Background: an optimization exercise with open tools, aiming at small area, a short achievable clock period and few clock cycles per item. Do not read the settings as production practice. At most, simulation tests tie the RTL to the original design; equivalence was not proved. Only the layout flow was run in runs 1 to 6; the RTL was not checked for function there. Power figures rest on the tool's default switching activity, not on a simulated workload.

==> flow/design.v <==
module olidx_voice_codec (
    input  wire       clk,
    input  wire       rst,         
    input  wire       in_valid,
    output wire       in_ready,
    input  wire [7:0] in_data,
    input  wire       in_unpack,   
    output wire       out_valid,
    input  wire       out_ready,
    output wire [7:0] out_data,
    output wire       out_last,
    output wire [6:0] out_chk
);
    function automatic dec_cons(input m, input v, input [4:0] s);
        begin
            if (!v && !m)     dec_cons = (s <= 5'd20);
            else if (!v)      dec_cons = !(s == 5'd11 || s == 5'd14 || s == 5'd17 || s == 5'd20);
            else if (!m)      dec_cons = 1'b1;
            else              dec_cons = !(s == 5'd9 || s == 5'd15 || s == 5'd16);
        end
    endfunction
    function automatic dec_prod(input m, input v, input [4:0] s);
        begin
            if (!v && !m)     dec_prod = !(s == 5'd11 || (s >= 5'd13 && s <= 5'd19));
            else if (!v)      dec_prod = 1'b1;
            else if (!m)      dec_prod = !(s == 5'd9 || s == 5'd15 || s == 5'd16);
            else              dec_prod = 1'b1;
        end
    endfunction
    reg        mode;        
    reg  [2:0] sec;         
    reg  [4:0] k;           
    reg  [2:0] hb;          
    reg  [4:0] hc;          
    reg  [7:0] hd;          
    reg  [5:0] he;          
    reg  [7:0] hf;          
    reg  [7:0] ir;
    reg        ir_u, ir_v;
    reg  [7:0] o_data;
    reg        o_v, o_last;
    reg        p_v, p_first, p_in_s;   
    reg  [6:0] ck;
    reg  [7:0] s_data;
    reg        s_v, s_last;
    reg        rdy;
    wire voice = (sec == 3'd6);
    wire first = (sec == 3'd0) && (k == 5'd0);
    wire lastb = voice && (k == 5'd28);
    wire cons  = dec_cons(mode, voice, k);
    wire prod  = dec_prod(mode, voice, k);
    wire need  = cons || (mode && (voice ? (k == 5'd9 || k == 5'd15 || k == 5'd16)
                                          : (k == 5'd11 || k == 5'd14 || k == 5'd17)));
    wire send  = voice ? (k == 5'd28) : (mode ? (k == 5'd20) : (k == 5'd24));
    wire go    = (!need || ir_v) && (!prod || !s_v);
    wire push  = go && prod;
    wire take  = go && cons;
    wire ld_o  = !o_v || out_ready;
    wire [2:0] sec_a  = send ? (voice ? 3'd0 : sec + 3'd1) : sec;
    wire [4:0] k_a    = send ? 5'd0 : k + 5'd1;
    wire [2:0] sec_n  = go ? sec_a : sec;
    wire [4:0] k_n    = go ? k_a : k;
    wire       cons_a = dec_cons(mode, sec_a == 3'd6, k_a);
    wire       prod_a = dec_prod(mode, sec_a == 3'd6, k_a);
    wire       cons_n = go ? cons_a : cons;
    wire       prod_n = go ? prod_a : prod;
    wire sv1  = !s_v && push && lastb;                        
    wire sv0  = s_v ? o_v : (push && (lastb || o_v));         
    wire irv1 = rdy || (ir_v && !take);                        
    wire irv0 = !rdy && ir_v && !take;                         
    wire ov1  = s_v || (push && !lastb);
    wire rd1  = cons_n && (!prod_n || !sv1);
    wire rd0  = cons_n && (!prod_n || !sv0);
    reg s_v_n, rdy_n, o_v_n, ir_v_n;
    always @* begin
        ir_v_n = in_valid ? irv1 : irv0;
        if (out_ready) begin
            s_v_n = sv1; o_v_n = ov1;
            rdy_n = !ir_v_n || rd1;
        end else begin
            s_v_n = sv0; o_v_n = o_v || ov1;
            rdy_n = !ir_v_n || rd0;
        end
    end
    wire       ck_en = p_v && !(o_v && o_last);
    wire [6:0] ck_n  = (p_first ? 7'd0 : ck) - (p_in_s ? s_data[6:0] : o_data[6:0]);
    wire       in_s1 = lastb;
    wire       in_s0 = lastb || o_v;
    reg [7:0] b;
    always @* begin
        b = ir;
        if (!mode && !voice) begin
            case (k)
                5'd12: b = {4'b0, ir[1:0], hb[1:0]};
                5'd20: b = {1'b0, ir[3:0], hb};
                5'd21: b = {3'b0, hc};
                5'd22: b = hd;
                5'd23: b = {2'b0, he};
                5'd24: b = hf;
                default: b = ir;
            endcase
        end else if (!mode) begin
            case (k)
                5'd8:  b = {3'b0, ir[4:0]};
                5'd10: b = {4'b0, ir[0], hb};
                5'd17: b = {1'b0, ir[2:0], hd[2:0], hc[2]};
                default: b = ir;
            endcase
        end else if (!voice) begin
            case (k)
                5'd11: b = {6'b0, ir[1:0]};
                5'd12: b = {6'b0, ir[3:2]};
                5'd13: b = {5'b0, ir[2:0]};
                5'd14: b = {6'b0, ir[1:0]};
                5'd15: b = {5'b0, ir[4:2]};
                5'd17: b = {7'b0, ir[0]};
                5'd18: b = {3'b0, ir[5:1]};
                5'd20: b = {4'b0, hd[6:3]};
                default: b = ir;
            endcase
        end else begin
            case (k)
                5'd8:  b = {3'b0, ir[4:0]};
                5'd9:  b = {5'b0, ir[2:0]};
                5'd10: b = {7'b0, ir[3]};
                5'd15: b = {7'b0, ir[0]};
                5'd16: b = {5'b0, ir[3:1]};
                5'd17: b = {5'b0, ir[6:4]};
                default: b = ir;
            endcase
        end
    end
    always @(posedge clk) begin
        if (rdy) begin
            ir   <= in_data;
            ir_u <= in_unpack;
        end
        if (go && first)
            mode <= ir_u;
        if (rst) begin
            sec   <= 3'd0;
            k     <= 5'd0;
            rdy   <= 1'b1;
            ir_v  <= 1'b0;
            s_v   <= 1'b0;
            o_v   <= 1'b0;
            p_v   <= 1'b0;
            ck    <= 7'd0;
        end else begin
            sec   <= sec_n;
            k     <= k_n;
            rdy   <= rdy_n;
            ir_v  <= ir_v_n;
            s_v   <= s_v_n;
            o_v   <= o_v_n;
            if (ck_en)
                ck <= ck_n;
            if (push) begin
                p_v     <= 1'b1;
                p_first <= first;
                p_in_s  <= out_ready ? in_s1 : in_s0;
            end else begin
                if (ck_en)
                    p_v <= 1'b0;
                if (ld_o)
                    p_in_s <= 1'b0;
            end
        end
    end
    always @(posedge clk) begin
        if (k == 5'd9 || k == 5'd11 || k == 5'd13) hb <= ir[2:0];
        if (k == 5'd14) hc[1:0] <= ir[1:0];
        if (k == 5'd15) hc[4:2] <= ir[2:0];
        if ((k == 5'd13 && mode) || (k == 5'd16 && !mode)) hd <= ir;
        if (k == 5'd17) he[0] <= ir[0];
        if (k == 5'd18) he[5:1] <= ir[4:0];
        if (k == 5'd19) hf <= ir;
    end
    always @(posedge clk) begin
        if (rst) begin
            o_data <= 8'd0;
            o_last <= 1'b0;
        end else if (ld_o) begin
            o_data <= s_v ? s_data : b;
            o_last <= s_v && s_last;
        end
        if (!s_v) begin
            s_data <= b;
            s_last <= lastb;
        end
    end
    assign in_ready  = rdy;
    assign out_valid = o_v;
    assign out_data  = o_data;
    assign out_last  = o_last;
    assign out_chk   = ck;
endmodule
==> flow/flow/run.sh <==
#!/bin/bash
# Standard ORFS layout (the standard.sh) with a tighter timing-repair
# target, no footprint restriction on resizing and plain buffers on the ports.
# The full make output goes to standard.log in this folder.
bash standard.sh SETUP_SLACK_MARGIN=6.2 MATCH_CELL_FOOTPRINT=0 'BUFFER_PORTS_ARGS=-buffer_cell sky130_fd_sc_hd__buf_2'  finish > standard.log 2>&1
==> flow/standard.sh <==
#!/bin/bash
# synth_recipe.tcl (not shown) runs the flow's synth.tcl, then flattens the netlist and writes it again
# the make line also repeats each setting of config.mk as NAME=value (left out here)
make -C /OpenROAD-flow-scripts/flow DESIGN_CONFIG=/design/flow/config.mk WORK_HOME=/design/flow/orfs CLKGATE_MAP_FILE= SYNTH_SCRIPT=/design/flow/synth_recipe.tcl "${@:-finish}"
==> flow/config.mk <==
export PLATFORM = sky130hd
export DESIGN_NAME = olidx_voice_codec
export DESIGN_NICKNAME = olidx_voice_codec
export VERILOG_FILES = /design/flow/design.v
export SDC_FILE = /design/flow/constraint.sdc
export NUM_CORES = 4
export LEC_CHECK = 0
export ABC_CLOCK_PERIOD_IN_PS = 2500
export CAP_MARGIN = 20
export CORE_MARGIN = 2
export CORE_UTILIZATION = 40
export CTS_BUF_LIST = sky130_fd_sc_hd__clkbuf_8
export PLACE_DENSITY = 0.6
export SETUP_SLACK_MARGIN = 5
export SLEW_MARGIN = 20
==> flow/constraint.sdc <==
create_clock -name core_clock -period 9.0 [get_ports {clk}]
set_input_delay 1.8000 -clock core_clock [delete_from_list [all_inputs] [get_ports {clk}]]
set_output_delay 1.8000 -clock core_clock [all_outputs]
set_load 0.01 [all_outputs]
==> flow_summary.json, run 1 <==
{
  "run_status": "complete, no violations",
  "synth_top_cell_area_share_pct": 26.51,
  "dpl_worst_slack_ns": 5.294,
  "number_of_warnings_issued_by_yosys": 1,
  "dieHeight_um": 114.4,
  "crit-reg2reg-capture": "o_data[3]",
  "route.layer.met1.wl_mm": 5.904,
  "synthToLayoutAreaGrowth_pct": 18.42,
  "grt_setup_unrepaired": "yes",
  "worst_r2r_path_depth": 10,
  "fp-row-count": 40,
  "cts_buffer_depth": 2,
  "final_layout_size_suffix_gt1_share_pct": 22.94,
  "detailroute.via_count": 4361,
  "rr_startpoint": "k[1]",
  "synthesis.nets": 550,
  "route.met3.wl_um": 972,
  "clock.fmax_ghz": 0.3659,
  "drcViolationCount": 0,
  "synth_compound_area_share_pct": 23.53,
  "synth_cell_types": 80,
  "startpoint_type": "flop",
  "clk_root_buffer_cell": "clkbuf_8",
  "fin_total_pwr_mw": 0.7944,
  "htree_num_levels": 3,
  "post-route-worst-setup-slack_ns": 6.267,
  "syn-mean-instance-area_um2": 9.278,
  "fp.dieArea_um2": 13080,
  "async_reset_ff_share_pct": 0,
  "drv_cap": 0,
  "grt_max_degree": 48,
  "ff2ff_setup_slack_ns": 6.27,
  "wl_mm": 13.56,
  "yosysTopAreaCell": "edfxtp_1",
  "final_nets": 591,
  "worstSetupEndpointType": "flop",
  "ant_nets": 0,
  "syn_inst": 525,
  "cts_hold_buffers": 0,
  "die_x_um": 114.4,
  "pin_count": 31,
  "clkSlewWorstSetupHoldPaths_ns": 0.08,
  "layout.core_utilization_pct": 48.22,
  "finalWeightedCongestion": 0.8725,
  "grt_usage_pct": 20.98,
  "placement.io_buffers": 30,
  "yosysSeqAreaShare_pct": 41.72,
  "hold_path_class": "flop to flop",
  "cp.arrival_ns": 3.05,
  "synth-simple-area-share_pct": 22.73,
  "hold-path-cell-count": 0,
  "setup_total_negative_slack_ns": 0,
  "post_synth_fa_ha_maj_area_fraction_pct": 3.442,
  "report.final.slew_viol_count": 0,
  "timing.slew.headroom_pct": 41.41,
  "tritoncts.num_buffers": 9,
  "top_metal_layer_carrying_routed_signals": "met4",
  "timing.clock.skew_ns": 0.01621,
  "grt_pass1_wl_mm": 21.12,
  "yosys_register_bits": 80,
  "synth_commonest_cells": "nand2_1 (52), edfxtp_1 (43), nor2_1 (41)",
  "whs_ns": 0.4261,
  "whs_endpoint": "mode",
  "final.min_clock_period_ns": 2.733,
  "hold_violations": 0,
  "cts_sinks": 80,
  "worstHoldStart": "ir_u",
  "syn_area_um2": 4871,
  "first_pass_iters": 5,
  "post_drt_via_cell_ratio": 6.074,
  "cell_with_the_most_instances_after_synthesis": "nand2_1",
  "core_region_area_um2": 11960,
  "synth_top_family_by_area": "compound AO/OA/AOI/OAI gates",
  "routed-wl-met2_mm": 6.247,
  "detailedRoute.firstIterationViolations": 575,
  "synth_mux_area_share_pct": 2.517,
  "cts_tree": "built",
  "max_slew.worst_pin.slew_ns": 0.8777,
  "synth.top_cells.by_area": "edfxtp_1 (27%), dfxtp_1 (15%), nand2_1 (4.0%)",
  "initial_utilization_pct": 40.72,
  "antenna_diode_count": 0,
  "synthFlopType": "edfxtp_1",
  "critPathMaxFanout": 8,
  "worst_skew_pair.late_latency_ns": 0.38,
  "wire_per_inst_um": 18.88,
  "worst-setup-path-type": "flop to flop",
  "hpwlAfterDp_mm": 8.787,
  "power.density_cell_area_nw_per_um2": 137.7,
  "setup_viol": 0,
  "required_time_reported_for_the_critical_path_endpoint_ns": 9.32,
  "number_of_global_route_vias_before_repair": 3917,
  "globalRoute.totalOverflow": 0,
  "vdd_ir_drop_max_mv": 0.1060,
  "cellLeakagePower_nw": 2.132,
  "antenna_found_initial": 0,
  "synth_edf_count": 43,
  "post_synth_xor_area_fraction_pct": 0.7192,
  "finalCritPeriodShare_pct": 30.37
}
[what timing repair did]
action | CTS | global route
resized for setup | 20 | 23
endpoints found under the setup margin | 32 | 21
setup buffers | 10 | 31
pin swaps | 5 | 15
[per-stage QoR]
step	instance area, µm²	std cells
floorplan	4890	525
finish	5768	718
global placement	5049	661
CTS	5423	687
detailed placement	5049	661
global route	5768	718
[where the power goes]
| part | leakage, nW | switching (mW) | internal (mW) |
|---|---|---|---|
| Clock | 0.116 | 0.131 | 0.161 |
| Combinational | 1.30 | 0.0477 | 0.0432 |
| Sequential | 0.712 | 0.0151 | 0.396 |
[layer usage]
layer  up-vias  track usage, %
met4         0           9.187
li1       2064               -
met5         -               0
met1      2053           27.93
met2       207           32.70
met3        37           4.817
[state kept, by name (all words and copies together), names as in the netlist, 3 cells and up]
name    count
hf          8
hc          5
sec         3
o_data      8
hb          3
s_data      8
hd          8
he          6
k           5
ck          7
ir          8
[area by class of cell]
class	count	area [µm²]
clock buffers	10	137.6
clock inverters	6	78.83
fillers	1121	6193
inverters	16	67.56
multi-input cells	383	2761
flip-flops and latches	80	2044
well taps	147	183.9
repair buffers	76	494.2
[worst max-delay path: stages (launching register included)]
cell and delay (ns):
dfxtp_4 0.43, clkinvlp_4 0.20, ha_4 0.24, and3b_1 0.19, o21bai_4 0.19, a2111oi_4 0.35, buf_4 0.21, nor3_1 0.09
o221a_1 0.27, o31ai_1 0.34, o21a_1 0.17
[kinds of logic after synthesis]
logic type      after synthesis
buf+inv                      62
mux                          12
compound gates              151
xor+xnor                      4
fa+ha+maj                    13
simple gates                203
flops                        80
[placed cells by master, fill, tap and decap left out, types with 4 or more instances in the layout]
cell type | synthesis | routed
nand2_1 | 52 | 52
edfxtp_1 | 43 | 43
buf_4 | 4 | 43
nor2_1 | 41 | 41
dfxtp_1 | 37 | 33
buf_2 | 3 | 30
a21oi_1 | 27 | 27
o21ai_0 | 19 | 19
inv_1 | 15 | 16
nor2b_1 | 14 | 13
a22oi_1 | 13 | 13
nand3_1 | 11 | 11
nand2b_1 | 11 | 10
mux2i_1 | 10 | 10
nand4_1 | 10 | 10
clkbuf_8 | 0 | 10
nand3b_1 | 9 | 9
nor3_1 | 10 | 9
a22o_1 | 7 | 7
and3_1 | 6 | 6
a221oi_1 | 6 | 6
and2_1 | 6 | 6
o311ai_0 | 6 | 6
o21a_1 | 6 | 6
ha_1 | 11 | 6
a31oi_1 | 7 | 5
nor3b_1 | 5 | 5
ha_4 | 0 | 5
and3b_1 | 4 | 4
and4b_1 | 6 | 4
o31ai_1 | 4 | 4
a221o_1 | 4 | 4
a211oi_1 | 5 | 4
o211ai_1 | 4 | 4
[worst max path at each step]
| stage | start | endpoint | slack, ns | cells past startpoint |
|---|---|---|---|---|
| 2_1_floorplan | k[2] | k[3] | 6.16 | 13 |
| 3_3_place_gp | k[1] | k[3] | 5.38 | 9 |
| 3_5_place_dp | k[1] | k[3] | 5.29 | 9 |
| 4_1_cts | k[0] | k[3] | 6.18 | 9 |
| 5_1_grt | k[1] | rdy | 6.14 | 10 |
| 6_report | k[1] | o_data[3] | 6.27 | 10 |
==> inputs of run 2 (changes only) <==
--- a/flow/design.v
+++ b/flow/design.v
@@ -42,6 +42,5 @@
     reg        p_v, p_first, p_in_s;   
     reg  [6:0] ck;
-    reg  [7:0] s_data;
-    reg        s_v, s_last;
+    reg        s_v;         
     reg        rdy;
     wire voice = (sec == 3'd6);
@@ -53,5 +52,8 @@
                                           : (k == 5'd11 || k == 5'd14 || k == 5'd17)));
     wire send  = voice ? (k == 5'd28) : (mode ? (k == 5'd20) : (k == 5'd24));
-    wire go    = (!need || ir_v) && (!prod || !s_v);
+    wire hfw   = !mode && !voice && (k == 5'd19);
+    wire hfl   = !mode && !voice && (k >= 5'd20);
+    wire room  = hfl ? (!o_v || out_ready) : !s_v;
+    wire go    = (!need || ir_v) && (!(prod || hfw) || room);
     wire push  = go && prod;
     wire take  = go && cons;
@@ -62,7 +64,9 @@
     wire [4:0] k_n    = go ? k_a : k;
     wire       cons_a = dec_cons(mode, sec_a == 3'd6, k_a);
-    wire       prod_a = dec_prod(mode, sec_a == 3'd6, k_a);
+    wire       prod_a = dec_prod(mode, sec_a == 3'd6, k_a) || (!mode && sec_a != 3'd6 && k_a == 5'd19);
+    wire       hfl_a  = !mode && sec_a != 3'd6 && k_a >= 5'd20;
     wire       cons_n = go ? cons_a : cons;
-    wire       prod_n = go ? prod_a : prod;
+    wire       prod_n = go ? prod_a : (prod || hfw);
+    wire       hfl_n  = go ? hfl_a : hfl;
     wire sv1  = !s_v && push && lastb;                        
     wire sv0  = s_v ? o_v : (push && (lastb || o_v));         
@@ -70,6 +74,6 @@
     wire irv0 = !rdy && ir_v && !take;                         
     wire ov1  = s_v || (push && !lastb);
-    wire rd1  = cons_n && (!prod_n || !sv1);
-    wire rd0  = cons_n && (!prod_n || !sv0);
+    wire rd1  = cons_n && (!prod_n || (hfl_n ? !ov1 : !sv1));
+    wire rd0  = cons_n && (!prod_n || (hfl_n ? !(o_v || ov1) : !sv0));
     reg s_v_n, rdy_n, o_v_n, ir_v_n;
     always @* begin
@@ -84,5 +88,5 @@
     end
     wire       ck_en = p_v && !(o_v && o_last);
-    wire [6:0] ck_n  = (p_first ? 7'd0 : ck) - (p_in_s ? s_data[6:0] : o_data[6:0]);
+    wire [6:0] ck_n  = (p_first ? 7'd0 : ck) - (p_in_s ? hf[6:0] : o_data[6:0]);
     wire       in_s1 = lastb;
     wire       in_s0 = lastb || o_v;
@@ -175,17 +179,11 @@
         if (k == 5'd17) he[0] <= ir[0];
         if (k == 5'd18) he[5:1] <= ir[4:0];
-        if (k == 5'd19) hf <= ir;
+        if (!s_v && !hfl)
+            hf <= hfw ? ir : b;
     end
     always @(posedge clk) begin
-        if (rst) begin
-            o_data <= 8'd0;
-            o_last <= 1'b0;
-        end else if (ld_o) begin
-            o_data <= s_v ? s_data : b;
-            o_last <= s_v && s_last;
-        end
-        if (!s_v) begin
-            s_data <= b;
-            s_last <= lastb;
+        if (ld_o) begin
+            o_data <= s_v ? hf : b;
+            o_last <= s_v && first;
         end
     end
==> flow/flow/run.sh (replaced) <==
#!/bin/bash
# Standard ORFS layout (the standard.sh) with a tighter timing-repair
# target, no footprint restriction on resizing and plain buffers on the ports.
# The full make output goes to standard.log in this folder.
bash standard.sh SETUP_SLACK_MARGIN=6.3 MATCH_CELL_FOOTPRINT=0 'BUFFER_PORTS_ARGS=-buffer_cell sky130_fd_sc_hd__buf_2'  finish > standard.log 2>&1
==> run 2 against run 1 <==
Effect of this change: wire length is 6.8% lower; final area shrank 4.5%; first-iteration DRC count up 3.0%; clock power fell by about 10%; critical path depth down 1; highest routed layer unchanged.
==> flow_summary.json, run 2 <==
{
  "cts_hold_buffers": 0,
  "synth.top_cells.by_area": "edfxtp_1 (33%), dfxtp_1 (8.7%), a21oi_1 (4.8%)",
  "synth_cell_types": 88,
  "critical-path-top-delay-family": "compound AO/OA/AOI/OAI gates",
  "first_pass_iters": 6,
  "worst-setup-path-type": "input pin to flop",
  "cellLeakagePower_nw": 2.060,
  "worstSetupEndpointType": "flop",
  "timing.clock.skew_ns": 0.009227,
  "yosysSeqAreaShare_pct": 42.14,
  "wire_per_inst_um": 19.35,
  "finalWeightedCongestion": 0.9278,
  "yosysTopAreaCell": "edfxtp_1",
  "critPathSlowestCell": "a22oi_1",
  "synthToLayoutAreaGrowth_pct": 20.17,
  "whs_ns": 0.4268,
  "fin_total_pwr_mw": 0.7275,
  "hold_violations": 0,
  "die_x_um": 111.1,
  "vdd_ir_drop_max_mv": 0.09864,
  "worst_skew_pair.late_latency_ns": 0.37,
  "synthFlopType": "edfxtp_1",
  "pin_count": 31,
  "syn_inst": 452,
  "rr_startpoint": "k[0]",
  "fp-row-count": 39,
  "hold-path-cell-count": 0,
  "setup_total_negative_slack_ns": 0,
  "hold_path_class": "flop to flop",
  "grt_setup_unrepaired": "yes",
  "antenna_found_initial": 0,
  "clock.fmax_ghz": 0.3544,
  "grt_usage_pct": 19.97,
  "syn-mean-instance-area_um2": 10.14,
  "yosys_register_bits": 71,
  "mostFrequentLayoutCells": "edfxtp_1 (51), a21oi_1 (43), buf_4 (42), nand2_1 (29)",
  "post-route-worst-setup-slack_ns": 6.178,
  "whs_endpoint": "mode",
  "timing.slew.headroom_pct": 53.92,
  "run_status": "complete, no violations",
  "critPathMaxFanout": 7,
  "layout.core_utilization_pct": 48.66,
  "cts_tree": "built",
  "startpoint_type": "input pin",
  "async_reset_ff_share_pct": 0,
  "synth_commonest_cells": "edfxtp_1 (51), a21oi_1 (44), nand2_1 (31)",
  "clkSlewWorstSetupHoldPaths_ns": 0.08,
  "cts_buffer_depth": 2,
  "final_nets": 530,
  "required_time_reported_for_the_critical_path_endpoint_ns": 9.25,
  "dpl_worst_slack_ns": 5.764,
  "syn_area_um2": 4584,
  "final_layout_size_suffix_gt1_share_pct": 32.35,
  "cell_with_the_most_instances_after_synthesis": "edfxtp_1",
  "drv_cap": 0,
  "detailroute.via_count": 3983,
  "wl_mm": 12.63,
  "ff2ff_setup_slack_ns": 6.37,
  "htree_num_levels": 3,
  "antenna_diode_count": 0,
  "critical-path-max-stage-delay_ns": 0.24,
  "final.min_clock_period_ns": 2.822,
  "cp.arrival_ns": 3.08,
  "finalCritPeriodShare_pct": 31.35,
  "core_region_area_um2": 11320,
  "number_of_global_route_vias_before_repair": 3611,
  "critical_path.n_buffers_inverters": 2,
  "cts_sinks": 71,
  "number_of_warnings_issued_by_yosys": 1,
  "max_slew.worst_pin.slew_ns": 0.6886,
  "hpwlAfterDp_mm": 8.227,
  "drcViolationCount": 0,
  "timing.critical_path.cells": "buf_6 > nor2b_4 > mux2i_4 > o21bai_4 > nand2_4 > buf_6 > a41oi_1 > a22oi_1 > o21ai_1",
  "power.density_cell_area_nw_per_um2": 132.1,
  "synthesis.nets": 477,
  "grt_pass1_wl_mm": 19.42,
  "grt_max_degree": 36,
  "globalRoute.totalOverflow": 0,
  "cpMostUsedCell": "buf_6",
  "synth_edf_count": 51,
  "crit-reg2reg-capture": "k[3]",
  "mostFrequentLayoutCell": "edfxtp_1",
  "clk_root_buffer_cell": "clkbuf_8",
  "ant_nets": 0,
  "fp.dieArea_um2": 12330,
  "crit_path_start": "out_ready",
  "dieHeight_um": 111.1,
  "report.final.slew_viol_count": 0,
  "tritoncts.num_buffers": 9,
  "placement.io_buffers": 30,
  "worstHoldStart": "ir_u",
  "worst_r2r_path_depth": 10,
  "post_drt_via_cell_ratio": 6.100,
  "synth_top_cell_area_share_pct": 33.41,
  "initial_utilization_pct": 40.50,
  "detailedRoute.firstIterationViolations": 592,
  "setup_viol": 0
}
-- run 2: changes by cell type in the layout (fill, tap and decap cells not counted), moves of 6 or more --
cell / delta
mux2_2: +9
nand3b_1: -6
nand2_1: -23
o21ai_0: -8
o21ai_1: +9
nor2_1: -14
a21oi_1: +16
edfxtp_1: +8
dfxtp_1: -22
-- run 2: cell families (layout without fill, tap and decap cells) --
group / after synthesis / in the layout / synth area share, %
XOR/XNOR: 9 / 9 / 2.019
adder cells (fa/ha/maj): 12 / 12 / 3.439
AO/OA/AOI/OAI: 146 / 146 / 23.66
multiplexers: 19 / 19 / 4.531
flip-flops: 71 / 71 / 42.14
AND/OR/NAND/NOR: 147 / 147 / 18.67
buffers and inverters: 48 / 106 / 5.540
-- run 2: metrics by stage --
| step | cells | instance area [µm²] |
|---|---|---|
| final | 653 | 5509 |
| after global routing | 653 | 5509 |
| after CTS | 620 | 5109 |
| after detailed placement | 594 | 4760 |
| after global placement | 594 | 4760 |
| after floorplan | 452 | 4607 |
-- run 2: where the power goes --
part	internal, mW	total [mW]	switching [mW]
logic	0.0415	0.0855	0.0440
registers	0.364	0.380	0.0159
clock network	0.134	0.262	0.127
total	0.540	0.728	0.187
-- run 2: worst max path at each step --
stage / slack, ns / end / depth (start not counted)
floorplan: 6.12 / rdy / 7
global placement: 5.78 / rdy / 8
detailed placement: 5.76 / rdy / 8
CTS: 6.21 / rdy / 8
global route: 6.13 / rdy / 9
finish: 6.18 / rdy / 9
-- run 2: timing repair --
item / 4_1_cts / 5_1_grt
pin swaps: 1 / 9
buffers inserted: 10 / 33
endpoints found under the setup margin: 44 / 37
gates resized for setup: 21 / 39
-- run 2: routing by layer --
layer	vias to the layer above	wire length [µm]	global-route usage (%)
met2	205	5723	30.55
met4	0	328	7.490
met3	40	1034	5.139
met5	-	0	0
met1	1878	5547	27.37
li1	1860	-	-
-- run 2: final cells by class --
class | count | area [µm²]
fill | 1051 | 5812
multi-input combinational | 333 | 2584
sequential | 71 | 1956
timing repair buffer | 76 | 538.0
tap | 143 | 178.9
clock buffer | 10 | 137.6
clock inverter | 6 | 60.06
inverter | 14 | 55.05
==> inputs of run 3 (changes only) <==
--- a/flow/config.mk
+++ b/flow/config.mk
@@ -9,7 +9,7 @@
 export CAP_MARGIN = 20
 export CORE_MARGIN = 2
-export CORE_UTILIZATION = 40
+export CORE_UTILIZATION = 55
 export CTS_BUF_LIST = sky130_fd_sc_hd__clkbuf_8
-export PLACE_DENSITY = 0.6
+export PLACE_DENSITY = 0.7
 export SETUP_SLACK_MARGIN = 5
 export SLEW_MARGIN = 20
==> run 3 against run 2 <==
Effect of this change: fmax increased by 1.5%; highest routed layer unchanged; first-iteration DRC count decreased by 19%; power increased by 3.3%; worst hold slack improved by 0.0033 ns; via count increased by 3.2%; die area decreased by 26%; flip-flop and latch count unchanged; non-clock buffer count decreased by 8; register-to-register slack got worse by 0.03 ns.
==> flow_summary.json, run 3 <==
{
  "wire_per_inst_um": 21.13,
  "sequentialPowerShare_pct": 50.7,
  "final_nets": 523,
  "synth_edf_count": 51,
  "cts_sinks": 71,
  "rr_startpoint": "k[1]",
  "power.density_cell_area_nw_per_um2": 139.7,
  "core_region_area_um2": 8134,
  "clk_root_buffer_cell": "clkbuf_8",
  "detailroute.via_count": 4111,
  "worst_skew_pair.late_latency_ns": 0.36,
  "cellLeakagePower_nw": 2.005,
  "critPathSlowestCell": "a311oi_1",
  "mostFrequentLayoutCell": "edfxtp_1",
  "setup_total_negative_slack_ns": 0,
  "finalWeightedCongestion": 1.003,
  "timing.clock.skew_ns": 0.01722,
  "number_of_global_route_vias_before_repair": 3614,
  "max_slew.worst_pin.slew_ns": 0.7696,
  "number_of_warnings_issued_by_yosys": 1,
  "int_power_mw": 0.5599,
  "ant_nets": 0,
  "critical-path-max-stage-delay_ns": 0.33,
  "required_time_reported_for_the_critical_path_endpoint_ns": 9.23,
  "crit_path_start": "out_ready",
  "die_x_um": 95.30,
  "clkSlewWorstSetupHoldPaths_ns": 0.07,
  "initial_utilization_pct": 56.36,
  "final_layout_size_suffix_gt1_share_pct": 30.62,
  "cell_with_the_most_instances_after_synthesis": "edfxtp_1",
  "startpoint_type": "input pin",
  "worstSetupEndpointType": "flop",
  "hpwlAfterDp_mm": 8.104,
  "cts_buffer_depth": 2,
  "power.switching_fraction_pct": 25.51,
  "fp.dieArea_um2": 9081,
  "mostFrequentLayoutCells": "edfxtp_1 (51), a21oi_1 (43), buf_4 (36), nand2_1 (30), buf_2 (29)",
  "setup_viol": 0,
  "syn-mean-instance-area_um2": 10.14,
  "p_clk_share_pct": 37.9,
  "yosysSeqAreaShare_pct": 42.14,
  "postPlaceCellArea_um2": 4705,
  "vdd_ir_drop_max_mv": 0.06839,
  "drcViolationCount": 0,
  "timing.critical_path.cells": "buf_6 > nor2b_4 > mux2i_4 > o21bai_4 > nand2_4 > nand4b_1 > a311oi_1 > o21ai_1",
  "antenna_found_initial": 0,
  "cts_hold_buffers": 0,
  "combPwrFrac_pct": 11.5,
  "drv_cap": 0,
  "finalCritPeriodShare_pct": 30.88,
  "wl_mm": 12.85,
  "grt_pass1_wl_mm": 19.18,
  "placement.io_buffers": 30,
  "cp.arrival_ns": 3.01,
  "cts_tree": "built",
  "dieHeight_um": 95.30,
  "layout.core_utilization_pct": 66.14,
  "critPathMaxFanout": 6,
  "grt_setup_unrepaired": "yes",
  "post_drt_via_cell_ratio": 6.762,
  "hold_path_class": "flop to flop",
  "synth_top_cell_area_share_pct": 33.41,
  "grt_usage_pct": 27.99,
  "critical_path.n_buffers_inverters": 1,
  "tritoncts.num_buffers": 9,
  "yosysTopAreaCell": "edfxtp_1",
  "worst-setup-path-type": "input pin to flop",
  "finalInstanceArea_um2": 5380,
  "yosys_register_bits": 71,
  "pin_count": 31,
  "worstHoldStart": "ir_u",
  "synthToLayoutAreaGrowth_pct": 17.36,
  "synth_commonest_cells": "edfxtp_1 (51), a21oi_1 (44), nand2_1 (31)",
  "synth_cell_types": 88,
  "synth.top_cells.by_area": "edfxtp_1 (33%), dfxtp_1 (8.7%), a21oi_1 (4.8%)",
  "crit_end": "rdy",
  "crit-reg2reg-capture": "rdy",
  "syn_inst": 452,
  "p_switching_mw": 0.1918,
  "report.final.slew_viol_count": 0,
  "worst_r2r_path_depth": 10,
  "clock.fmax_ghz": 0.3598,
  "fp-row-count": 33,
  "synthFlopType": "edfxtp_1",
  "timing.slew.headroom_pct": 48.51,
  "timing.critical_path.depth": 8,
  "syn_area_um2": 4584,
  "globalRoute.totalOverflow": 0,
  "first_pass_iters": 19,
  "htree_num_levels": 3,
  "ff2ff_setup_slack_ns": 6.34,
  "final.min_clock_period_ns": 2.779,
  "critical-path-top-delay-family": "compound AO/OA/AOI/OAI gates",
  "synthesis.nets": 477,
  "run_status": "complete, no violations",
  "antenna_diode_count": 0,
  "detailedRoute.firstIterationViolations": 480,
  "hold_violations": 0,
  "async_reset_ff_share_pct": 0,
  "grt_max_degree": 36
}
[run 3: cell counts after synthesis]
Identical to the previous run, type by type.
[run 3: per-layer routing]
metal	share of wire, %	track usage [%]	vias up	wire length, µm
li1	-	-	1856	-
met1	41	38.80	1951	5244
met2	46	42.61	257	5916
met3	9.7	5.929	47	1242
met4	3.5	11.59	0	447
met5	0	0	-	0
[run 3: cells by family after synthesis]
group	after synthesis	synth area share, %
simple gates	147	18.67
xor+xnor	9	2.019
flops	71	42.14
buf+inv	48	5.540
fa+ha+maj	12	3.439
compound gates	146	23.66
mux	19	4.531
[run 3: area by class of cell]
cell class                      instances  area (µm²)
Clock inverter                          7       88.84
Multi-Input combinational cell        334        2576
Tap cell                              105       131.4
Inverter                               14       56.30
Timing Repair Buffer                   68       449.2
Fill cell                             626        2754
Sequential cell                        71        1954
Clock buffer                            9       123.9
[run 3: power by group through the flow]
stage	clock, mW	sequential, mW	combinational, mW
after floorplan	0	0.384	0.0502
after global placement	0	0.390	0.0668
after detailed placement	0	0.390	0.0684
after CTS	0.286	0.381	0.0770
after global routing	0.297	0.382	0.0938
final	0.285	0.381	0.0863
[run 3: worst reg2reg max path, delay by kind of cell, from the launching register on]
family                   cells  cell delay [ns]
AND/OR/NAND/NOR              5             1.01
adder cells (fa/ha/maj)      2             0.45
flip-flops                   1             0.43
AO/OA/AOI/OAI                3             0.64
[run 3: repair_timing]
action / CTS / global route
setup endpoints to repair: 42 / 36
setup buffers: 14 / 22
cloned: 0 / 1
pin swaps: 3 / 7
gates resized for setup: 29 / 22
[run 3: metrics by stage]
stage / hold slack [ns] / total power, mW / setup slack [ns] / cells
after CTS: 0.4352 / 0.7440 / 6.256 / 585
after detailed placement: 0.4118 / 0.4585 / 5.762 / 555
final: 0.4301 / 0.7517 / 6.221 / 608
after floorplan: 0.4003 / 0.4339 / 6.116 / 452
after global routing: 0.4552 / 0.7734 / 6.172 / 608
after global placement: 0.4055 / 0.4563 / 5.790 / 555
[run 3: worst min path at each step]
stage | end | slack (ns) | cells after the start
after global placement | mode | 0.41 | 0
final | mode | 0.43 | 0
after CTS | mode | 0.44 | 0
after floorplan | mode | 0.40 | 0
after detailed placement | mode | 0.41 | 0
after global routing | mode | 0.46 | 0
==> inputs of run 4 (changes only) <==
--- a/flow/design.v
+++ b/flow/design.v
@@ -31,4 +31,5 @@
     reg  [2:0] sec;         
     reg  [4:0] k;           
+    reg        r_cons, r_prod, r_need, r_send;
     reg  [2:0] hb;          
     reg  [4:0] hc;          
@@ -42,18 +43,15 @@
     reg        p_v, p_first, p_in_s;   
     reg  [6:0] ck;
-    reg        s_v;         
+    reg  [7:0] s_data;
+    reg        s_v, s_last;
     reg        rdy;
     wire voice = (sec == 3'd6);
     wire first = (sec == 3'd0) && (k == 5'd0);
     wire lastb = voice && (k == 5'd28);
-    wire cons  = dec_cons(mode, voice, k);
-    wire prod  = dec_prod(mode, voice, k);
-    wire need  = cons || (mode && (voice ? (k == 5'd9 || k == 5'd15 || k == 5'd16)
-                                          : (k == 5'd11 || k == 5'd14 || k == 5'd17)));
-    wire send  = voice ? (k == 5'd28) : (mode ? (k == 5'd20) : (k == 5'd24));
-    wire hfw   = !mode && !voice && (k == 5'd19);
-    wire hfl   = !mode && !voice && (k >= 5'd20);
-    wire room  = hfl ? (!o_v || out_ready) : !s_v;
-    wire go    = (!need || ir_v) && (!(prod || hfw) || room);
+    wire cons  = r_cons;
+    wire prod  = r_prod;
+    wire need  = r_need;
+    wire send  = r_send;
+    wire go    = (!need || ir_v) && (!prod || !s_v);
     wire push  = go && prod;
     wire take  = go && cons;
@@ -63,10 +61,12 @@
     wire [2:0] sec_n  = go ? sec_a : sec;
     wire [4:0] k_n    = go ? k_a : k;
-    wire       cons_a = dec_cons(mode, sec_a == 3'd6, k_a);
-    wire       prod_a = dec_prod(mode, sec_a == 3'd6, k_a) || (!mode && sec_a != 3'd6 && k_a == 5'd19);
-    wire       hfl_a  = !mode && sec_a != 3'd6 && k_a >= 5'd20;
+    wire       v_a    = (sec_a == 3'd6);
+    wire       cons_a = dec_cons(mode, v_a, k_a);
+    wire       prod_a = dec_prod(mode, v_a, k_a);
+    wire       need_a = cons_a || (mode && (v_a ? (k_a == 5'd9 || k_a == 5'd15 || k_a == 5'd16)
+                                                : (k_a == 5'd11 || k_a == 5'd14 || k_a == 5'd17)));
+    wire       send_a = v_a ? (k_a == 5'd28) : (mode ? (k_a == 5'd20) : (k_a == 5'd24));
     wire       cons_n = go ? cons_a : cons;
-    wire       prod_n = go ? prod_a : (prod || hfw);
-    wire       hfl_n  = go ? hfl_a : hfl;
+    wire       prod_n = go ? prod_a : prod;
     wire sv1  = !s_v && push && lastb;                        
     wire sv0  = s_v ? o_v : (push && (lastb || o_v));         
@@ -74,6 +74,6 @@
     wire irv0 = !rdy && ir_v && !take;                         
     wire ov1  = s_v || (push && !lastb);
-    wire rd1  = cons_n && (!prod_n || (hfl_n ? !ov1 : !sv1));
-    wire rd0  = cons_n && (!prod_n || (hfl_n ? !(o_v || ov1) : !sv0));
+    wire rd1  = cons_n && (!prod_n || !sv1);
+    wire rd0  = cons_n && (!prod_n || !sv0);
     reg s_v_n, rdy_n, o_v_n, ir_v_n;
     always @* begin
@@ -88,5 +88,5 @@
     end
     wire       ck_en = p_v && !(o_v && o_last);
-    wire [6:0] ck_n  = (p_first ? 7'd0 : ck) - (p_in_s ? hf[6:0] : o_data[6:0]);
+    wire [6:0] ck_n  = (p_first ? 7'd0 : ck) - (p_in_s ? s_data[6:0] : o_data[6:0]);
     wire       in_s1 = lastb;
     wire       in_s0 = lastb || o_v;
@@ -145,4 +145,8 @@
             sec   <= 3'd0;
             k     <= 5'd0;
+            r_cons <= 1'b1;              
+            r_prod <= 1'b1;
+            r_need <= 1'b1;
+            r_send <= 1'b0;
             rdy   <= 1'b1;
             ir_v  <= 1'b0;
@@ -154,4 +158,10 @@
             sec   <= sec_n;
             k     <= k_n;
+            if (go) begin
+                r_cons <= cons_a;
+                r_prod <= prod_a;
+                r_need <= need_a;
+                r_send <= send_a;
+            end
             rdy   <= rdy_n;
             ir_v  <= ir_v_n;
@@ -179,11 +189,17 @@
         if (k == 5'd17) he[0] <= ir[0];
         if (k == 5'd18) he[5:1] <= ir[4:0];
-        if (!s_v && !hfl)
-            hf <= hfw ? ir : b;
+        if (k == 5'd19) hf <= ir;
     end
     always @(posedge clk) begin
-        if (ld_o) begin
-            o_data <= s_v ? hf : b;
-            o_last <= s_v && first;
+        if (rst) begin
+            o_data <= 8'd0;
+            o_last <= 1'b0;
+        end else if (ld_o) begin
+            o_data <= s_v ? s_data : b;
+            o_last <= s_v && s_last;
+        end
+        if (!s_v) begin
+            s_data <= b;
+            s_last <= lastb;
         end
     end
--- a/flow/config.mk
+++ b/flow/config.mk
@@ -9,7 +9,7 @@
 export CAP_MARGIN = 20
 export CORE_MARGIN = 2
-export CORE_UTILIZATION = 55
+export CORE_UTILIZATION = 40
 export CTS_BUF_LIST = sky130_fd_sc_hd__clkbuf_8
-export PLACE_DENSITY = 0.7
+export PLACE_DENSITY = 0.6
 export SETUP_SLACK_MARGIN = 5
 export SLEW_MARGIN = 20
==> run 4 against run 3 <==
Effect of this change: final cell count is 12% higher; global-route usage decreased by 7.4 points; utilization fell by 20 points; clock skew shrank 0.0087 ns; clock power rose by 3%; die area up 42%; critical endpoint is now in_ready; worst hold slack better by 0.011 ns; final area increased by 0.67%.
==> flow_summary.json, run 4 <==
{
  "drcViolationCount": 0,
  "multiInputGateArea_um2": 2542,
  "timing.slew.headroom_pct": 51.05,
  "antenna_found_initial": 0,
  "worst-setup-path-type": "flop to output pin",
  "worst_skew_pair.late_latency_ns": 0.36,
  "setup_total_negative_slack_ns": 0,
  "htree_num_levels": 3,
  "timing.critical_path.depth": 2,
  "cp.arrival_ns": 0.93,
  "synth_commonest_cells": "nand2_1 (51), edfxtp_1 (43), dfxtp_1 (41)",
  "rr_startpoint": "k[0]",
  "die_x_um": 113.7,
  "crit_path_start": "rdy",
  "cts_buffer_depth": 2,
  "grt_max_degree": 35,
  "final_nets": 552,
  "synthesis.nets": 534,
  "setup_viol": 0,
  "placement.io_buffers": 30,
  "grt_usage_pct": 20.62,
  "timing.clock.skew_ns": 0.008514,
  "cell_with_the_most_instances_after_synthesis": "nand2_1",
  "clkSlewWorstSetupHoldPaths_ns": 0.08,
  "hold_violations": 0,
  "post_drt_via_cell_ratio": 6.081,
  "globalRoute.totalOverflow": 0,
  "synth.top_cells.by_area": "edfxtp_1 (27%), dfxtp_1 (17%), nand2_1 (4.0%)",
  "wire_per_inst_um": 18.98,
  "fp-row-count": 40,
  "dieHeight_um": 113.7,
  "syn_inst": 509,
  "initial_utilization_pct": 40.55,
  "fp.dieArea_um2": 12920,
  "wl_mm": 12.89,
  "critical_path.n_buffers_inverters": 2,
  "clk_root_buffer_cell": "clkbuf_8",
  "cts_tree": "built",
  "vdd_ir_drop_max_mv": 0.1333,
  "dpl.cell_count": 654,
  "fin_total_pwr_mw": 0.9154,
  "detailroute.via_count": 4129,
  "report.final.slew_viol_count": 0,
  "mostFrequentLayoutCells": "nand2_1 (51), edfxtp_1 (43), a21oi_1 (34), nand3_1 (28), buf_2 (27)",
  "yosysSeqAreaShare_pct": 43.91,
  "crit-reg2reg-capture": "r_need",
  "post_layout_nonfiller_instances": 679,
  "cellLeakagePower_nw": 2.000,
  "drv_cap": 0,
  "number_of_warnings_issued_by_yosys": 1,
  "fill_cells": 1136,
  "synth_edf_count": 43,
  "ff2ff_setup_slack_ns": 6.38,
  "max_slew.worst_pin.slew_ns": 0.7250,
  "hold-path-cell-count": 0,
  "crit_end": "in_ready",
  "syn-mean-instance-area_um2": 9.449,
  "critical-path-max-stage-delay_ns": 0.33,
  "critPathSlowestCell": "dfxtp_2",
  "clock.fmax_ghz": 0.3661,
  "antenna_diode_count": 0,
  "synth_cell_types": 78,
  "mostFrequentLayoutCell": "nand2_1",
  "power.density_cell_area_nw_per_um2": 169.0,
  "yosys_register_bits": 84,
  "pin_count": 31,
  "synthToLayoutAreaGrowth_pct": 12.62,
  "synth_top_cell_area_share_pct": 26.85,
  "hpwlAfterDp_mm": 9.041,
  "synthFlopType": "edfxtp_1",
  "first_pass_iters": 7,
  "cts_sinks": 84,
  "finalWeightedCongestion": 0.8855,
  "finalCritPeriodShare_pct": 30.35,
  "run_status": "complete, no violations",
  "syn_area_um2": 4810,
  "ant_nets": 0,
  "critical-path-top-delay-family": "flip-flops",
  "grt_pass1_wl_mm": 20.79,
  "grt_setup_unrepaired": "yes",
  "startpoint_type": "flop",
  "layout.area.seq_um2": 2143,
  "core_region_area_um2": 11860,
  "critPathMaxFanout": 2,
  "detailedRoute.firstIterationViolations": 432,
  "yosysTopAreaCell": "edfxtp_1",
  "timing.critical_path.cells": "buf_8 > buf_6",
  "final.min_clock_period_ns": 2.732,
  "number_of_global_route_vias_before_repair": 3944,
  "async_reset_ff_share_pct": 0,
  "worst_r2r_path_depth": 7,
  "tritoncts.num_buffers": 9,
  "final_layout_size_suffix_gt1_share_pct": 19.17,
  "hold_path_class": "flop to flop",
  "worstSetupEndpointType": "output pin",
  "required_time_reported_for_the_critical_path_endpoint_ns": 7.20
}
-- run 4: power by group --
part / switching, mW / leakage [nW] / total [mW] / internal [mW]
logic: 0.0919 / 1.13 / 0.162 / 0.0705
registers: 0.0284 / 0.750 / 0.459 / 0.430
clock network: 0.133 / 0.119 / 0.294 / 0.162
total: 0.253 / 2.00 / 0.915 / 0.663
-- run 4: layer usage --
| metal | track usage [%] | up-vias | routed length, µm |
|---|---|---|---|
| met4 | 6.341 | 0 | 245 |
| li1 | - | 1978 | - |
| met1 | 28.45 | 1970 | 5971 |
| met3 | 4.038 | 18 | 740 |
| met2 | 32.93 | 163 | 5928 |
| met5 | 0 | - | 0 |
-- run 4: worst min path at each step --
stage | startpoint | to | slack [ns]
2_1_floorplan | ir_u | mode | 0.40
3_3_place_gp | ir_u | mode | 0.43
3_5_place_dp | ir_u | mode | 0.43
4_1_cts | ir_u | mode | 0.44
5_1_grt | ir_u | mode | 0.46
6_report | ir_u | mode | 0.44
-- run 4: logic make-up (layout without fill, tap and decap cells) --
family	count (synthesis)	in the layout	synth area share, %
and+or+nand+nor	197	197	22.32
AOI/OAI and AO/OA	151	151	22.74
DFF	84	84	43.91
buffers and inverters	52	75	4.787
adders and majority gates	12	12	3.278
muxes	8	8	1.743
xor gates and xnor gates	5	5	1.223
-- run 4: area by class of cell --
class / count / area share [%]
timing repair buffer: 43 / 4.990
multi-input combinational: 373 / 46.94
inverter: 16 / 1.109
tap: 147 / 3.396
clock buffer: 10 / 2.541
clock inverter: 6 / 1.455
sequential: 84 / 39.57
-- run 4: repair_timing --
action	CTS	global route
endpoints found under the setup margin	22	33
buffers inserted	3	6
hold buffers	0	0
gates cloned	0	0
resized for setup	19	23
pin swaps	0	1
-- run 4: per-stage QoR --
step / instance area, µm² / util [%] / setup WS [ns] / hold slack, ns
CTS: 5311 / 44.78 / 6.251 / 0.4442
global placement: 5004 / 42.18 / 5.971 / 0.4302
detailed placement: 5004 / 42.18 / 5.943 / 0.4288
floorplan: 4810 / - / 6.356 / 0.4003
global route: 5416 / 45.66 / 6.240 / 0.4582
finish: 5416 / 45.66 / 6.268 / 0.4414
==> inputs of run 5 (changes only) <==
--- a/flow/design.v
+++ b/flow/design.v
@@ -192,8 +192,5 @@
     end
     always @(posedge clk) begin
-        if (rst) begin
-            o_data <= 8'd0;
-            o_last <= 1'b0;
-        end else if (ld_o) begin
+        if (ld_o) begin
             o_data <= s_v ? s_data : b;
             o_last <= s_v && s_last;
==> run 5 against run 4 <==
Effect of this change: area after synthesis shrank 0.91%; sequential share of layout area grew 2.3 points; clock-buffer cell count fell by 1; global-route usage down 0.34 points; power down 0.38%; highest routed layer unchanged.
==> flow_summary.json, run 5 <==
{
  "core_region_area_um2": 11520,
  "cts_tree": "built",
  "hold_violations": 0,
  "cts_sinks": 84,
  "finalCritPeriodShare_pct": 30.50,
  "synth_commonest_cells": "edfxtp_1 (52), nand2_1 (44), a21oi_1 (34)",
  "tritoncts.num_buffers": 9,
  "vdd_ir_drop_max_mv": 0.1137,
  "report.final.slew_viol_count": 0,
  "hold_path_class": "flop to flop",
  "detailedRoute.firstIterationViolations": 429,
  "critPathSlowestCell": "edfxtp_1",
  "critical_path.n_buffers_inverters": 1,
  "syn_area_um2": 4766,
  "dpl_worst_slack_ns": 5.946,
  "first_pass_iters": 23,
  "max_slew.worst_pin.slew_ns": 0.7561,
  "clock.fmax_ghz": 0.3643,
  "fill_cells": 1072,
  "run_status": "complete, no violations",
  "critPathMaxFanout": 2,
  "cts_buffer_depth": 2,
  "timing.clock.skew_ns": 0.01181,
  "syn_inst": 474,
  "yosysSeqAreaShare_pct": 46.21,
  "final.min_clock_period_ns": 2.745,
  "number_of_global_route_vias_before_repair": 3741,
  "cts_hold_buffers": 0,
  "startpoint_type": "flop",
  "critical-path-top-delay-family": "flip-flops",
  "worstSetupEndpointType": "output pin",
  "route.met3.wl_um": 688,
  "placement.io_buffers": 30,
  "wl_mm": 12.58,
  "initial_utilization_pct": 41.38,
  "mostFrequentLayoutCell": "edfxtp_1",
  "dpl.cell_count": 614,
  "cp.arrival_ns": 0.94,
  "worst_skew_pair.late_latency_ns": 0.38,
  "syn-mean-instance-area_um2": 10.05,
  "synth.top_cells.by_area": "edfxtp_1 (33%), dfxtp_1 (13%), a21oi_1 (3.6%)",
  "worst-setup-path-type": "flop to output pin",
  "required_time_reported_for_the_critical_path_endpoint_ns": 7.20,
  "drv_cap": 0,
  "timing.slew.headroom_pct": 49.26,
  "synthesis.nets": 499,
  "number_of_warnings_issued_by_yosys": 1,
  "wire_per_inst_um": 19.69,
  "globalRoute.totalOverflow": 0,
  "post_drt_via_cell_ratio": 6.149,
  "layout.core_utilization_pct": 46.18,
  "synth_cell_types": 83,
  "mostFrequentLayoutCells": "edfxtp_1 (52), nand2_1 (44), a21oi_1 (34), buf_2 (29), nor2_1 (25)",
  "synth_top_cell_area_share_pct": 32.76,
  "route.layer.met1.wl_mm": 5.710,
  "grt_max_degree": 30,
  "ant_nets": 0,
  "dieHeight_um": 113.2,
  "post_layout_nonfiller_instances": 639,
  "setup_total_negative_slack_ns": 0,
  "yosys_register_bits": 84,
  "finalWeightedCongestion": 0.9562,
  "critical-path-max-stage-delay_ns": 0.41,
  "clkSlewWorstSetupHoldPaths_ns": 0.09,
  "yosysTopAreaCell": "edfxtp_1",
  "die_x_um": 113.2,
  "synthToLayoutAreaGrowth_pct": 11.58,
  "antenna_found_initial": 0,
  "async_reset_ff_share_pct": 0,
  "post-route-worst-setup-slack_ns": 6.255,
  "final_layout_size_suffix_gt1_share_pct": 20.16,
  "final_nets": 516,
  "antenna_diode_count": 0,
  "fp-row-count": 39,
  "cell_with_the_most_instances_after_synthesis": "edfxtp_1",
  "power.density_cell_area_nw_per_um2": 171.5,
  "hpwlAfterDp_mm": 8.674,
  "synthFlopType": "edfxtp_1",
  "synth_edf_count": 52,
  "drcViolationCount": 0,
  "grt_setup_unrepaired": "yes",
  "pin_count": 31,
  "cellLeakagePower_nw": 1.931,
  "grt_usage_pct": 20.27,
  "htree_num_levels": 3,
  "timing.critical_path.cells": "buf_2",
  "routed-wl-met2_mm": 5.781,
  "detailroute.via_count": 3929,
  "setup_viol": 0,
  "clk_root_buffer_cell": "clkbuf_8",
  "grt_pass1_wl_mm": 20.21,
  "top_metal_layer_carrying_routed_signals": "met4",
  "fp.dieArea_um2": 12800
}
## run 5: layer usage
layer | global-route usage, % | vias to the layer above
met2 | 31.58 | 170
met5 | 0 | -
met1 | 27.29 | 1865
met3 | 4.339 | 37
met4 | 8.862 | 0
li1 | - | 1857
## run 5: what timing repair did
action                                  CTS  global route
setup buffers                             5             4
endpoints found under the setup margin   32            30
gates resized for setup                  17            22
## run 5: logic make-up (layout without fill, tap and decap cells)
kind of cell	Yosys count	in the layout	share of synthesized area [%]
flops	84	84	46.21
xor+xnor	3	3	0.7090
compound gates	147	147	22.66
simple gates	168	168	19.74
fa+ha+maj	12	12	3.308
mux	11	11	2.468
buf+inv	49	71	4.909
## run 5: layout make-up
cell class | count | area (µm²) | share of cell area, %
clock buffers | 9 | 123.9 | 2.329
clock inverters | 7 | 92.59 | 1.741
inverters | 14 | 52.55 | 0.9882
multi-input cells | 341 | 2395 | 45.04
flip-flops and latches | 84 | 2228 | 41.91
well taps | 143 | 178.9 | 3.365
repair buffers | 41 | 246.5 | 4.635
## run 5: through the flow
| stage | area (µm²) | hold slack (ns) | total power, mW |
|---|---|---|---|
| 2_1_floorplan | 4766 | 0.4003 | 0.5645 |
| 3_3_place_gp | 4928 | 0.4021 | 0.6097 |
| 3_5_place_dp | 4928 | 0.4045 | 0.6117 |
| 4_1_cts | 5220 | 0.4268 | 0.9150 |
| 5_1_grt | 5318 | 0.4395 | 0.9528 |
| 6_report | 5318 | 0.4251 | 0.9120 |
## run 5: worst paths after layout
path,endpoint,depth (start not counted),slack (ns),startpoint
setup / recovery,out_data[0],1,6.26,o_data[0]
hold / removal,mode,0,0.43,ir_u
setup reg to reg,o_data[3],8,6.46,k[0]
hold reg to reg,mode,0,0.43,ir_u
## run 5: where the power goes
group | internal [mW] | switching, mW | total, mW
clock network | 0.155 | 0.140 | 0.295
logic | 0.0652 | 0.0869 | 0.152
registers | 0.438 | 0.0266 | 0.465
==> inputs of run 6 (changes only) <==
--- a/flow/config.mk
+++ b/flow/config.mk
@@ -6,5 +6,5 @@
 export NUM_CORES = 4
 export LEC_CHECK = 0
-export ABC_CLOCK_PERIOD_IN_PS = 2500
+export ABC_AREA = 1
 export CAP_MARGIN = 20
 export CORE_MARGIN = 2
==> run 6 against run 5 <==
Effect of this change: critical path type unchanged; combinational power rose by 100%; global-route usage fell by 1.3 points; area after synthesis fell by 1.2%; synthesized cell count rose by 24%; still clean; sequential share of layout area rose by 0.53 points; utilization fell by 0.72 points; sequential power rose by 9.5%; register-to-register slack improved by 0.02 ns; worst setup slack improved by 0.022 ns.
==> flow_summary.json, run 6 <==
{
  "run_status": "complete, no violations",
  "cellLeakagePower_nw": 2.339,
  "post_drt_via_cell_ratio": 5.345,
  "critical-path-max-stage-delay_ns": 0.41,
  "die_x_um": 112.5,
  "antenna_diode_count": 0,
  "number_of_warnings_issued_by_yosys": 1,
  "first_pass_iters": 4,
  "synthFlopType": "edfxtp_1",
  "dpl.cell_count": 751,
  "fp.dieArea_um2": 12650,
  "critPathMaxFanout": 2,
  "core_region_area_um2": 11470,
  "synth_edf_count": 52,
  "hpwlAfterDp_mm": 8.899,
  "vdd_ir_drop_max_mv": 0.07249,
  "finalWeightedCongestion": 0.9245,
  "grt_setup_unrepaired": "yes",
  "worstHoldStart": "ir_u",
  "placement.io_buffers": 30,
  "finalCritPeriodShare_pct": 30.25,
  "final_layout_size_suffix_gt1_share_pct": 16.43,
  "crit-reg2reg-capture": "rdy",
  "critical-path-top-delay-family": "flip-flops",
  "rr_startpoint": "k[1]",
  "power.density_cell_area_nw_per_um2": 203.2,
  "startpoint_type": "flop",
  "async_reset_ff_share_pct": 0,
  "syn_inst": 588,
  "yosysSeqAreaShare_pct": 46.78,
  "drv_cap": 0,
  "number_of_global_route_vias_before_repair": 3927,
  "synthesis.nets": 613,
  "fp-row-count": 39,
  "cell_with_the_most_instances_after_synthesis": "nand2_1",
  "setup_total_negative_slack_ns": 0,
  "cts_sinks": 84,
  "clk_root_buffer_cell": "clkbuf_8",
  "timing.critical_path.cells": "buf_2",
  "globalRoute.totalOverflow": 0,
  "syn_area_um2": 4707,
  "cts_tree": "built",
  "cts_hold_buffers": 0,
  "clkSlewWorstSetupHoldPaths_ns": 0.08,
  "grt_usage_pct": 18.98,
  "critPathSlowestCell": "edfxtp_1",
  "required_time_reported_for_the_critical_path_endpoint_ns": 7.20,
  "grt_max_degree": 20,
  "cp.arrival_ns": 0.92,
  "fill_cells": 1113,
  "pin_count": 31,
  "initial_utilization_pct": 41.05,
  "yosys_register_bits": 84,
  "tritoncts.num_buffers": 9,
  "report.final.slew_viol_count": 0,
  "worst_r2r_path_depth": 15,
  "timing.slew.headroom_pct": 42.39,
  "setup_viol": 0,
  "hold_path_class": "flop to flop",
  "post-route-worst-setup-slack_ns": 6.277,
  "drcViolationCount": 0,
  "synth.top_cells.by_area": "edfxtp_1 (33%), dfxtp_1 (14%), nand2_1 (11%)",
  "post_layout_nonfiller_instances": 776,
  "worstSetupEndpointType": "output pin",
  "grt_pass1_wl_mm": 19.15,
  "antenna_found_initial": 0,
  "synth_commonest_cells": "nand2_1 (142), nor2_1 (68), inv_1 (60)",
  "ff2ff_setup_slack_ns": 6.48,
  "whs_ns": 0.4364,
  "synthToLayoutAreaGrowth_pct": 10.74,
  "worst_skew_pair.late_latency_ns": 0.36,
  "critical_path.n_buffers_inverters": 1,
  "wl_mm": 11.93,
  "max_slew.worst_pin.slew_ns": 0.8609,
  "yosysTopAreaCell": "edfxtp_1",
  "synth_top_cell_area_share_pct": 33.17,
  "cts_buffer_depth": 2,
  "final.min_clock_period_ns": 2.723,
  "fin_total_pwr_mw": 1.059,
  "detailedRoute.firstIterationViolations": 305,
  "clock.fmax_ghz": 0.3673,
  "mostFrequentLayoutCells": "nand2_1 (142), nor2_1 (68), inv_1 (62), edfxtp_1 (52), a21oi_1 (46)",
  "hold-path-cell-count": 0,
  "mostFrequentLayoutCell": "nand2_1",
  "synth_cell_types": 40,
  "dieHeight_um": 112.5,
  "whs_endpoint": "mode",
  "ant_nets": 0,
  "final_nets": 653,
  "wire_per_inst_um": 15.38,
  "worst-setup-path-type": "flop to output pin",
  "hold_violations": 0,
  "detailroute.via_count": 4148,
  "timing.clock.skew_ns": 0.009608,
  "syn-mean-instance-area_um2": 8.005,
  "htree_num_levels": 3,
  "dpl_worst_slack_ns": 6.021
}
[run 6: cell count changes after synthesis, sizes merged, moves of 12 or more]
cell	before	now
o21ai	13	46
nor2b	13	0
inv	13	68
nor2	28	80
clkbuf	20	5
nand3	8	41
a21oi	34	46
nand2	44	157
[run 6: how the worst max path moves through the flow]
stage	startpoint	end	slack, ns	cells after the start
floorplan	out_ready	rdy	6.31	7
global placement	out_ready	rdy	6.08	8
detailed placement	out_ready	rdy	6.02	8
CTS	o_last	out_last	6.23	1
global route	o_data[3]	out_data[3]	6.23	1
finish	o_data[3]	out_data[3]	6.28	1
[run 6: cells by family (layout without fill, tap and decap cells)]
family                     Yosys count  in the layout  synth area share (%)
AOI/OAI and AO/OA                  110            110                 12.68
xor gates and xnor gates             5              5                0.9303
adders and majority gates           12             12                 3.349
buffers and inverters               79            124                 7.204
DFF                                 84             84                 46.78
muxes                                6              6                 1.303
and+or+nand+nor                    292            292                 27.75
[run 6: layer usage]
metal,routed length [µm],track usage [%],vias up
li1,-,-,2042
met1,5383,25.34,1958
met2,5515,30.44,118
met3,705,4.104,30
met4,328,7.073,0
met5,0,0,-
[run 6: metrics by stage]
stage	cell area (µm²)	utilization, %
floorplan	4707	-
detailed placement	4960	43.25
global route	5213	45.46
global placement	4960	43.25
CTS	5152	44.93
finish	5213	45.46
[run 6: where the power goes]
part           switching, mW  total [mW]  internal (mW)
Clock                  0.128       0.239          0.112
Sequential            0.0448       0.509          0.465
Combinational          0.200       0.310          0.111
Total                  0.372        1.06          0.687
[run 6: timing repair]
item,in CTS,in global routing
buffers inserted,2,7
endpoints found under the setup margin,10,21
endpoints found under the hold margin,0,0
resized for setup,3,5
[run 6: cell type report]
type	count	area [µm²]	area share, %
clock buffer	11	151.4	2.904
clock inverter	5	21.27	0.4081
inverter	68	255.2	4.897
multi-input combinational	425	2168	41.60
sequential	84	2212	42.44
tap	143	178.9	3.433
timing repair buffer	40	225.2	4.321
[run 6: worst reg2reg max path, delay by kind of cell (launching register included)]
| family | cells | cell delay, ns |
|---|---|---|
| AND/OR/NAND/NOR | 11 | 1.24 |
| buffers and inverters | 2 | 0.14 |
| flip-flops | 1 | 0.42 |
| adder cells (fa/ha/maj) | 2 | 0.62 |
==> inputs of run 7 (changes only) <==
--- a/flow/design.v
+++ b/flow/design.v
@@ -136,5 +136,5 @@
     end
     always @(posedge clk) begin
-        if (rdy) begin
+        if (!ir_v || take) begin
             ir   <= in_data;
             ir_u <= in_unpack;
@@ -192,5 +192,8 @@
     end
     always @(posedge clk) begin
-        if (ld_o) begin
+        if (rst) begin
+            o_data <= 8'd0;
+            o_last <= 1'b0;
+        end else if (ld_o) begin
             o_data <= s_v ? s_data : b;
             o_last <= s_v && s_last;
==> run 7 against run 6 <==
Effect of this change: sequential share of layout area decreased by 1.9 points; wire length increased by 1.9%; clock skew decreased by 0.00078 ns; largest power group unchanged; utilization increased by 0.14 points; combinational power increased by 23%; worst setup slack improved by 0.054 ns; area after synthesis increased by 1.1%; final cell count increased by 5.4%; clock power increased by about 10%; register-to-register slack improved by 0.09 ns; final area increased by 0.74%; flip-flop and latch count unchanged.
==> flow_summary.json, run 7 <==
{
  "run_status": "complete, no violations",
  "dpl.cell_count": 797,
  "pin_count": 31,
  "cell_with_the_most_instances_after_synthesis": "nand2_1",
  "critPathMaxFanout": 3,
  "clock.fmax_ghz": 0.3747,
  "cts_buffer_depth": 2,
  "fp.dieArea_um2": 12780,
  "antenna_diode_count": 0,
  "dieHeight_um": 113.1,
  "setup_viol": 0,
  "post_drt_via_cell_ratio": 5.331,
  "final_layout_size_suffix_gt1_share_pct": 13.48,
  "detailedRoute.firstIterationViolations": 426,
  "syn_area_um2": 4757,
  "synth.top_cells.by_area": "edfxtp_1 (27%), dfxtp_1 (17%), nand2_1 (14%)",
  "drv_cap": 0,
  "grt_setup_unrepaired": "yes",
  "number_of_warnings_issued_by_yosys": 1,
  "max_slew.worst_pin.slew_ns": 0.8347,
  "wire_per_inst_um": 14.87,
  "timing.critical_path.depth": 1,
  "finalWeightedCongestion": 0.9978,
  "antenna_found_initial": 0,
  "hpwlAfterDp_mm": 8.906,
  "die_x_um": 113.1,
  "grt_pass1_wl_mm": 20.40,
  "worst-setup-path-type": "flop to output pin",
  "whs_ns": 0.4252,
  "yosysTopAreaCell": "edfxtp_1",
  "cts_hold_buffers": 0,
  "critPathSlowestCell": "dfxtp_1",
  "grt_usage_pct": 20.13,
  "synth_top_cell_area_share_pct": 27.14,
  "hold-path-cell-count": 0,
  "hold_path_class": "flop to flop",
  "cts_tree": "built",
  "globalRoute.totalOverflow": 0,
  "report.final.slew_viol_count": 0,
  "vdd_ir_drop_max_mv": 0.07294,
  "worst_r2r_path_depth": 11,
  "clkSlewWorstSetupHoldPaths_ns": 0.09,
  "synthesis.nets": 664,
  "synth_commonest_cells": "nand2_1 (178), inv_1 (81), o21ai_0 (59)",
  "core_region_area_um2": 11520,
  "final_nets": 695,
  "required_time_reported_for_the_critical_path_endpoint_ns": 7.20,
  "cp.arrival_ns": 0.87,
  "timing.clock.skew_ns": 0.008827,
  "final.min_clock_period_ns": 2.669,
  "power.density_cell_area_nw_per_um2": 220.9,
  "detailroute.via_count": 4361,
  "mostFrequentLayoutCells": "nand2_1 (178), inv_1 (82), o21ai_0 (59), nor2_1 (54), a21oi_1 (47)",
  "postPlaceCellArea_um2": 5001,
  "initial_utilization_pct": 41.31,
  "critical-path-max-stage-delay_ns": 0.36,
  "drcViolationCount": 0,
  "worstSetupEndpointType": "output pin",
  "synth_cell_types": 42,
  "setup_total_negative_slack_ns": 0,
  "critical_path.n_buffers_inverters": 1,
  "finalInstanceArea_um2": 5251,
  "first_pass_iters": 16,
  "yosysSeqAreaShare_pct": 44.40,
  "synthToLayoutAreaGrowth_pct": 10.39,
  "yosys_register_bits": 84,
  "cts_sinks": 84,
  "ant_nets": 0,
  "worst_skew_pair.late_latency_ns": 0.37,
  "syn-mean-instance-area_um2": 7.445,
  "hold_violations": 0,
  "synth_edf_count": 43,
  "post_layout_nonfiller_instances": 818,
  "mostFrequentLayoutCell": "nand2_1",
  "synthFlopType": "edfxtp_1",
  "clk_root_buffer_cell": "clkbuf_8",
  "timing.critical_path.cells": "buf_2",
  "tritoncts.num_buffers": 9,
  "htree_num_levels": 3,
  "cellLeakagePower_nw": 2.452,
  "syn_inst": 639,
  "async_reset_ff_share_pct": 0,
  "finalCritPeriodShare_pct": 29.65,
  "timing.slew.headroom_pct": 44.14,
  "wl_mm": 12.16,
  "critical-path-top-delay-family": "flip-flops",
  "placement.io_buffers": 30,
  "grt_max_degree": 24,
  "fin_total_pwr_mw": 1.160,
  "startpoint_type": "flop",
  "number_of_global_route_vias_before_repair": 4166,
  "fp-row-count": 39
}
[run 7: changes by cell type after synthesis, moves of 6 or more]
cell and change:
nor2_2 -6, inv_1 +21, dfxtp_1 +9, o21ai_0 +15, nor2_1 -14, nand2_1 +36
edfxtp_1 -9
[run 7: cell families (layout without fill, tap and decap cells)]
kind of cell / after synthesis / after routing / share of synthesized area, %
and+or+nand+nor: 307 / 307 / 27.96
AOI/OAI and AO/OA: 127 / 127 / 14.23
buffers and inverters: 102 / 138 / 8.732
DFF: 84 / 84 / 44.40
adders and majority gates: 12 / 12 / 3.314
xor gates and xnor gates: 5 / 5 / 0.9205
muxes: 2 / 2 / 0.4471
[run 7: layer usage]
metal	global-route usage (%)	wire length, µm	vias to the layer above
met4	7.561	235	0
li1	-	-	2166
met5	0	0	-
met3	4.285	865	23
met1	27.26	5532	2019
met2	31.78	5528	153
[run 7: final timing paths]
path | from | endpoint | slack (ns)
min reg2reg | ir_u | mode | 0.43
max reg2reg | p_in_s | ck[6] | 6.57
max | o_data[3] | out_data[3] | 6.33
min | ir_u | mode | 0.43
[run 7: final cells by class]
cell class / count / area, µm²
Fill cell: 1177 / 6265
Multi-Input combinational cell: 453 / 2230
Sequential cell: 84 / 2130
Inverter: 86 / 326.6
Timing Repair Buffer: 36 / 201.4
Tap cell: 143 / 178.9
Clock buffer: 9 / 123.9
Clock inverter: 7 / 61.31
[run 7: what timing repair did]
action	4_1_cts	5_1_grt
pin swaps	0	0
endpoints found under the hold margin	0	0
setup endpoints to repair	6	18
setup buffers	0	5
resized for setup	6	10
[run 7: stage by stage]
step | utilization, % | setup slack [ns]
finish | 45.60 | 6.331
global placement | 43.43 | 6.011
detailed placement | 43.43 | 5.916
global route | 45.60 | 6.250
CTS | 45.10 | 6.305
floorplan | - | 6.345
[run 7: power by group]
part | leakage, nW | internal [mW] | switching, mW
Clock | 0.105 | 0.125 | 0.138
Sequential | 0.750 | 0.464 | 0.0533
Combinational | 1.60 | 0.128 | 0.252
Total | 2.45 | 0.717 | 0.443
Testbench counts of run 7, summed over its fixed seeds: cycles 32,440, records 192.

[what the ideal ports hide]
No port has a modelled driver above. Below, the same layouts with a new extraction and two added sets of constraints.
Step 1, drivers: a clkbuf_16 drives clk and a buf_2 each remaining input, both assumed.
Step 2 times the ports against the registers' clock, not the clock port: input delays grow and output delays shrink by t, the midpoint of the rising clock arrivals with the driver on.
a / b / c = ideal ports / drivers / drivers and shift; a / b = the first two.
run	shift t [ns]	setup slack, ns
run 1	0.406	6.267 / 6.244 / 5.933
run 2	0.401	6.178 / 6.178 / 5.778
run 3	0.388	6.221 / 6.217 / 5.829
run 4	0.391	6.268 / 6.240 / 6.084
run 5	0.411	6.255 / 6.218 / 6.117
run 6	0.387	6.277 / 6.244 / 6.007
run 7	0.394	6.331 / 6.299 / 6.082
After both steps every run listed still meets setup and hold.
